Background: an optimization exercise with open tools, aiming at small area, a short achievable clock period and few clock cycles. Do not read the settings as production practice. Where RTL was checked, it was by simulation tests only, not by an equivalence proof against the original. No driver is modelled on the clock port, so clock power and skew are understated where the tree is cut down; a real chip needs a root buffer or a tree. Power figures rest on the tool's default switching activity, not on a simulated workload.

== run 1 ==
Design lidar_framer, start of the top module:
module lidar_framer (
    input  wire         clk,
    input  wire         rst,
    input  wire         cancel,
    input  wire         in_valid,
    input  wire [7:0]   in_data,
    output reg          in_ready,
    output reg          out_valid,
    input  wire         out_ready,
    output wire [339:0] out_rec,
    output reg          err_valid,
    output wire [1:0]   err_code,
    output reg          drop_pulse
);
    reg  [7:0]   d_q;
    reg          v_q;
    reg          in_frame;      
    reg  [5:0]   idx;           
    reg          have_prev;     
    reg          prev_54;       
    reg  [5:0]   dw;            
    reg  [7:0]   sum_lo;
    reg  [5:0]   sum_hi;
    reg          sum_c;
    reg          lo_ok;
    reg  [335:0] sr;
    reg          sh_q;          
    reg          clr_q;         
    wire active   = !rst && !cancel;
    wire consume  = v_q;
    wire take     = active && in_valid && in_ready;
    localparam [5:0] I2  = 6'b000001, I41 = 6'b110111, I42 = 6'b101110,
                     I44 = 6'b111011, I45 = 6'b110110, I46 = 6'b101100;
    wire [5:0] idx_nx = {idx[4:0], idx[5] ^ idx[4]};
    wire is_c0    = (idx == I45);
    wire is_c1    = (idx == I46);
    wire is_sum   = !is_c0 && !is_c1;
    wire is_data  = is_sum && (idx != I42);
    wire f_consume = consume && in_frame;
    wire s_consume = consume && !in_frame;
    wire hdr       = s_consume && have_prev && prev_54 && (d_q == 8'h2C);
    wire new_drop  = s_consume && have_prev && !hdr;
    localparam [5:0] D44 = 6'b000001, D0 = 6'b101100, DM = 6'b011001;
    wire [5:0] dw_nx = {dw[4:0], dw[5] ^ dw[4]};
    wire dw_max    = (dw == DM);
    wire dw_zero   = (dw == D0);
    wire fire_drop = in_frame ? (f_consume && !is_c1 && dw_zero)
                              : (s_consume && dw_max);
    wire done      = f_consume && is_c1;
    wire cks_ok    = lo_ok && (d_q[7:6] == 2'b00) && (sum_hi == d_q[5:0]);
    wire [8:0] lo_add = {1'b0, sum_lo} + {1'b0, d_q};
    wire v_n        = take;
    wire in_frame_n = hdr || (in_frame && !done);
    wire ov_n       = !rst && ((done && cks_ok && !cancel) || (out_valid && !out_ready));
    wire may_frame  = hdr || (in_frame && !done) ||
  ...
Settings: LEC_CHECK=0, CAP_MARGIN=20, CORE_MARGIN=2, CORE_UTILIZATION=55, PLACE_DENSITY=0.7, SLEW_MARGIN=20; clock period 10.0 ns.
standard.sh (not shown) runs the stock make flow with config.mk's settings and CLKGATE_MAP_FILE= SYNTH_SCRIPT=/design/flow/synth_recipe.tcl, a recipe that flattens the netlist after the stock synthesis.
==> flow/flow/run.sh <==
#!/bin/bash
# Standard ORFS layout with the smallest buffer on every port, clock tree
# clusters from CTS (clkbuf_16 only, larger clusters, no dummy loads), and the
# tree above the clusters rebuilt by flow/clock_tree.tcl: the clock port
# drives four group inverters, each driving the leaf inverters of a quadrant;
# paths left behind the output paths are then repaired (see clock_tree.tcl).
set -euo pipefail
# Synthesis: plain logic for abc instead of the half/full adder cells.
export ADDER_MAP_FILE=
export BUFFER_PORTS_ARGS="-buffer_cell sky130_fd_sc_hd__buf_1"
export CTS_ARGS="-sink_clustering_enable -repair_clock_nets -dont_use_dummy_load -sink_clustering_size 25 -sink_clustering_max_diameter 100 -buf_list sky130_fd_sc_hd__clkbuf_16"
export POST_CTS_TCL="$(pwd)/flow/clock_tree.tcl"
bash standard.sh > standard.log 2>&1
Other scripts of this flow, unchanged in this note and not shown: flow/flow/clock_tree.tcl
Testbench counts of run 1, summed over its fixed seeds: cycles 15,519.
The following lists how run 2 was set up differently from run 1:
Settings: an added ABC_CLOCK_PERIOD_IN_PS of 4000; a change of PLACE_DENSITY from 0.7 to 0.75; a change of CORE_UTILIZATION from 55 to 60.
## What came out
Going from run 1 to run 2, sum of internal, switching and leakage power held, share of total power in the clock network held, met3 wire length went down about 6.6%.
Run 2 vs. run 1: total global-route track usage went up by 1.8 points; design area was more or less identical; cell count went down by 8; met1 track utilization from global routing went up by 3.2 points.
Density: run 2 denser than run 1
Modified inputs, run 3 compared to run 2
Settings: CORE_UTILIZATION now 50, was 60; PLACE_DENSITY now 0.65, was 0.75.
Notes after the runs:
- Status | run 3 and run 2 | clean
- Run 3: via count higher than run 2
- Comparing run 3 and run 2, the lower wire length is on run 3.
- Going from run 2 to run 3, number of fillers in the final layout grew by more than a quarter.
- Between run 2 and run 3, the power dissipated in the clock network does not differ in any meaningful way.
- Run 3 ends up with a starting utilization of the core area that is 10 points lower than in run 2.
- Between run 3 and run 2, it is run 3 whose fmax is higher, by about 0.4%.
No run of this note takes its clock network from TritonCTS; it comes from the design's own scripts or RTL.

---

## the baseline
lidar_framer, a different RTL version from the one above (not shown whole).
Size in the first run: ~570 cells after synthesis, ~370 flip-flops, roughly 360 I/O pins, ~0.012 mm2 of cells after synthesis.
Settings: LEC_CHECK=0, ABC_CLOCK_PERIOD_IN_PS=4000, CAP_MARGIN=20, CORE_MARGIN=2, CORE_UTILIZATION=55, PLACE_DENSITY=0.7, SLEW_MARGIN=20; clock period 10.0 ns.
==> flow/flow/run.sh <==
#!/bin/bash
# Standard ORFS layout with the smallest buffer on every port, a clock tree
# built from clkbuf_16 only in larger sink clusters without dummy loads, and
# the clock port driving the tree's first level directly (flow/unroot.tcl).
set -euo pipefail
export BUFFER_PORTS_ARGS="-buffer_cell sky130_fd_sc_hd__buf_1"
export CTS_ARGS="-sink_clustering_enable -repair_clock_nets -dont_use_dummy_load -sink_clustering_size 30 -sink_clustering_max_diameter 100 -buf_list sky130_fd_sc_hd__clkbuf_16"
export POST_CTS_TCL="$(pwd)/flow/unroot.tcl"
bash standard.sh > standard.log 2>&1
==> flow/flow/unroot.tcl <==
set block [ord::get_db_block]
set port_net [[$block findBTerm clk] getNet]
set roots {}
foreach it [$port_net getITerms] { lappend roots [$it getInst] }
if {[llength $roots] == 1} {
  set root [lindex $roots 0]
  set out_net [[$root findITerm X] getNet]
  set loads {}
  foreach it [$out_net getITerms] {
    if {[$it getInst] != $root} { lappend loads $it }
  }
  if {[llength $loads] <= 4} {
    foreach it $loads {
      $it disconnect
      $it connect $port_net
    }
    puts "unroot: removed [$root getName], clk now drives [llength $loads] buffers"
    odb::dbInst_destroy $root
    odb::dbNet_destroy $out_net
  } else {
    puts "unroot: root drives [llength $loads] pins, kept"
  }
}
estimate_parasitics -placement
The baseline went all the way through synthesis, placement and routing and the layout is clean on timing, DRC and antenna.
For the candidate, these inputs were changed with respect to the baseline:
-- flow/flow/run.sh --
<<< the baseline, line 7
export CTS_ARGS="-sink_clustering_enable -repair_clock_nets -dont_use_dummy_load -sink_clustering_size 30 -sink_clustering_max_diameter 100 -buf_list sky130_fd_sc_hd__clkbuf_16"
>>> the candidate, line 7
export CTS_ARGS="-sink_clustering_enable -repair_clock_nets -dont_use_dummy_load -sink_clustering_size 25 -sink_clustering_max_diameter 100 -buf_list sky130_fd_sc_hd__clkbuf_16"
==> comparison <==
From the baseline to the candidate the numbers moved as follows: final routed DRC violation total now sits at about the same level; fraction of area in registers now sits lower; minimum clock period now sits higher; vias per cell now sits at about the same level; multi-input combinational area share now sits at about the same level.
No functional check of the RTL was part of any run of this note.

---

The RTL this note starts from:
==> flow/design.v <==
module lidar_framer (
    input  wire         clk,
    input  wire         rst,
    input  wire         cancel,
    input  wire         in_valid,
    input  wire [7:0]   in_data,
    output reg          in_ready,
    output reg          out_valid,
    input  wire         out_ready,
    output wire [339:0] out_rec,
    output reg          err_valid,
    output wire [1:0]   err_code,
    output reg          drop_pulse
);
    reg  [7:0]   d_q;
    reg          v_q;
    reg          in_frame;      
    reg  [5:0]   idx;           
    reg          have_prev;     
    reg          prev_54;       
    reg  [5:0]   nk;            
    reg  [7:0]   sum_lo;
    reg  [5:0]   sum_hi;
    reg          sum_c;
    reg          lo_ok;
    reg  [335:0] sr;
    reg          sh_q;          
    wire active   = !rst && !cancel;
    wire consume  = v_q;
    wire take     = active && in_valid && in_ready;
    wire is_data  = (idx != 6'd42) && (idx <= 6'd44);
    wire is_sum   = (idx <= 6'd44);
    wire is_c0    = (idx == 6'd45);
    wire is_c1    = (idx == 6'd46);
    wire f_consume = consume && in_frame;
    wire s_consume = consume && !in_frame;
    wire hdr       = s_consume && have_prev && prev_54 && (d_q == 8'h2C);
    wire new_drop  = s_consume && have_prev && !hdr;
    wire nk_is1    = (nk == 6'd1);
    wire fire_drop = in_frame ? (f_consume && !is_c1 && idx >= nk)
                              : (s_consume && nk_is1);
    wire done      = f_consume && is_c1;
    wire cks_ok    = lo_ok && (d_q[7:6] == 2'b00) && (sum_hi == d_q[5:0]);
    wire [8:0] lo_add = {1'b0, sum_lo} + {1'b0, d_q};
    wire v_n        = take;
    wire in_frame_n = active && (hdr || (in_frame && !done));
    wire ov_n       = !rst && ((done && cks_ok && !cancel) || (out_valid && !out_ready));
    wire have_prev_n = active && (s_consume ? !hdr : (have_prev && !done));
    wire prev_54_n  = s_consume ? (d_q == 8'h54) : prev_54;
    wire data_n     = hdr || (f_consume ? (idx != 6'd41 && idx <= 6'd43) : is_data);
    always @(posedge clk) begin
        d_q      <= in_data;
        v_q      <= v_n;
        in_ready <= !(ov_n && (in_frame_n || have_prev_n && prev_54_n));
        sh_q     <= v_n && in_frame_n && data_n;
    end
    always @(posedge clk) begin
        if (!active) begin
            in_frame  <= 1'b0;
            have_prev <= 1'b0;
            nk        <= 6'd46;
        end else begin
            if (hdr)
                in_frame <= 1'b1;
            else if (done)
                in_frame <= 1'b0;
            if (s_consume)
                have_prev <= !hdr;
            else if (done)
                have_prev <= 1'b0;
            if (done)
                nk <= 6'd46;
            else if (hdr)
                nk <= nk_is1 ? 6'd2 : nk;
            else if (new_drop && !nk_is1)
                nk <= nk - 6'd1;
        end
        if (s_consume)
            prev_54 <= (d_q == 8'h54);
        if (hdr)
            idx <= 6'd2;
        else if (f_consume)
            idx <= idx + 6'd1;
    end
    always @(posedge clk) begin
        if (hdr) begin
            sum_lo <= 8'h80;             
            sum_hi <= 6'd0;
            sum_c  <= 1'b0;
        end else begin
            sum_hi <= sum_hi + {5'd0, sum_c};
            sum_c  <= 1'b0;
            if (f_consume && is_sum) begin
                sum_lo <= lo_add[7:0];
                sum_c  <= lo_add[8];
            end
        end
        if (f_consume && is_c0)
            lo_ok <= (sum_lo == d_q);
    end
    always @(posedge clk) begin
        if (sh_q)
            sr <= {sr[327:0], d_q};
    end
    always @(posedge clk) begin
        if (rst) begin
            out_valid  <= 1'b0;
            err_valid  <= 1'b0;
            drop_pulse <= 1'b0;
        end else begin
            out_valid  <= ov_n;
            err_valid  <= !cancel && done && !cks_ok;
            drop_pulse <= !cancel && fire_drop;
        end
    end
    assign err_code = {err_valid, err_valid};
    assign out_rec[15:0]  = {sr[8*(43-3) +: 8], sr[8*(43-2) +: 8]};
    assign out_rec[31:16] = {sr[8*(43-5) +: 8], sr[8*(43-4) +: 8]};
    assign out_rec[47:32] = {sr[7:0], sr[15:8]};
    assign out_rec[51:48] = 4'd12;
    genvar p;
    generate
        for (p = 0; p < 12; p = p + 1) begin : g_pt
            assign out_rec[52+24*p +: 16] = {sr[8*(43-(7+3*p)) +: 8], sr[8*(43-(6+3*p)) +: 8]};
            assign out_rec[68+24*p +: 8]  = sr[8*(43-(8+3*p)) +: 8];
        end
    endgenerate
endmodule
==> flow/config.mk <==
export PLATFORM = sky130hd
export DESIGN_NAME = lidar_framer
export DESIGN_NICKNAME = lidar_framer
export VERILOG_FILES = /design/flow/design.v
export SDC_FILE = /design/flow/constraint.sdc
export NUM_CORES = 4
export LEC_CHECK = 0
export ABC_CLOCK_PERIOD_IN_PS = 4000
export CAP_MARGIN = 20
export CORE_MARGIN = 2
export CORE_UTILIZATION = 75
export PLACE_DENSITY = 0.85
export SLEW_MARGIN = 20
==> flow/constraint.sdc <==
create_clock -name core_clock -period 10.0 [get_ports {clk}]
set_input_delay 2.0000 -clock core_clock [delete_from_list [all_inputs] [get_ports {clk}]]
set_output_delay 2.0000 -clock core_clock [all_outputs]
set_load 0.01 [all_outputs]
==> flow/flow/run.sh <==
#!/bin/bash
# Standard ORFS layout with the smallest buffer on every port, and a clock
# tree built from clkbuf_16 only, in larger sink clusters and without dummy
# loads.
set -euo pipefail
export BUFFER_PORTS_ARGS="-buffer_cell sky130_fd_sc_hd__buf_1"
export CTS_ARGS="-sink_clustering_enable -repair_clock_nets -dont_use_dummy_load -sink_clustering_size 25 -sink_clustering_max_diameter 100 -buf_list sky130_fd_sc_hd__clkbuf_16"
bash standard.sh > standard.log 2>&1
The baseline finished clean.
Testbench counts at the start, summed over its fixed seeds: cycles 15,519.
Edit:
--- a/flow/flow/run.sh
+++ b/flow/flow/run.sh
@@ -2,3 +2,3 @@
-# Standard ORFS layout with the smallest buffer on every port, and a clock
-# tree built from clkbuf_16 only, in larger sink clusters and without dummy
-# loads.
+# Standard ORFS layout with the smallest buffer on every port, a clock tree
+# built from clkbuf_16 only in larger sink clusters without dummy loads, and
+# the clock port driving the tree's first level directly (flow/unroot.tcl).
@@ -7,0 +8 @@
+export POST_CTS_TCL="$(pwd)/flow/unroot.tcl"
==> flow/flow/unroot.tcl (new file) <==
set block [ord::get_db_block]
set port_net [[$block findBTerm clk] getNet]
set roots {}
foreach it [$port_net getITerms] { lappend roots [$it getInst] }
if {[llength $roots] == 1} {
  set root [lindex $roots 0]
  set out_net [[$root findITerm X] getNet]
  set loads {}
  foreach it [$out_net getITerms] {
    if {[$it getInst] != $root} { lappend loads $it }
  }
  if {[llength $loads] <= 4} {
    foreach it $loads {
      $it disconnect
      $it connect $port_net
    }
    puts "unroot: removed [$root getName], clk now drives [llength $loads] buffers"
    odb::dbInst_destroy $root
    odb::dbNet_destroy $out_net
  } else {
    puts "unroot: root drives [llength $loads] pins, kept"
  }
}
estimate_parasitics -placement
Settings changed: CORE_UTILIZATION 75 to 48, PLACE_DENSITY 0.85 to 0.65.
Outcome: Clock skew barely changes. Wire length fell by 16%. Sequential power stays flat.
Edit:
Settings changed: CORE_UTILIZATION 48 to 60, PLACE_DENSITY 0.65 to 0.72.
Effect: Cell count falls by about 5%; fmax rises by 4.1%; routed wire length stays flat; worst hold slack is about the same; sequential power barely changes; count of clock-buffer cells in the layout stays the same; synthesized cell count is unchanged; die area came out lower by 20%; setup slack gains 0.12 ns.

-- separate check: timing with driven ports --
Ports are ideal in the flow. The routed layouts listed here were re-timed in OpenROAD. Step 1: set_driving_cell puts a clkbuf_16 on clk and a buf_2 on each other input, an assumption about the parent block. Step 2 times the ports against the registers' clock, not the clock port: input delays grow and output delays shrink by t, the midpoint of the rising clock arrivals with the driver on. Three values: ideal ports, drivers, drivers and shift; two values: the first two.
run | t, ns | setup WS [ns] | cell pins on the clock port's net
run 1 | 0.305 | 7.208 / 7.033 / 7.141 | 4
run 2 | 0.297 | 7.210 / 7.043 / 7.293 | 4
run 3 | 0.308 | 7.221 / 7.043 / 7.300 | 4
the baseline | 0.407 | 5.067 / 5.099 / 4.692 | 2
the candidate | 0.412 | 5.053 / 5.086 / 4.674 | 2
the first run of note 3 | 0.528 | 6.824 / 6.780 / 6.933 | 1
the second run of note 3 | 0.421 | 6.842 / 6.842 / 6.842 | 2
the third run of note 3 | 0.411 | 6.966 / 6.907 / 6.919 | 2
After both steps every run listed still meets setup and hold. For the candidate, which loses most, drivers alone change the setup slack by +0.033 ns; drivers and shift together by -0.379 ns.
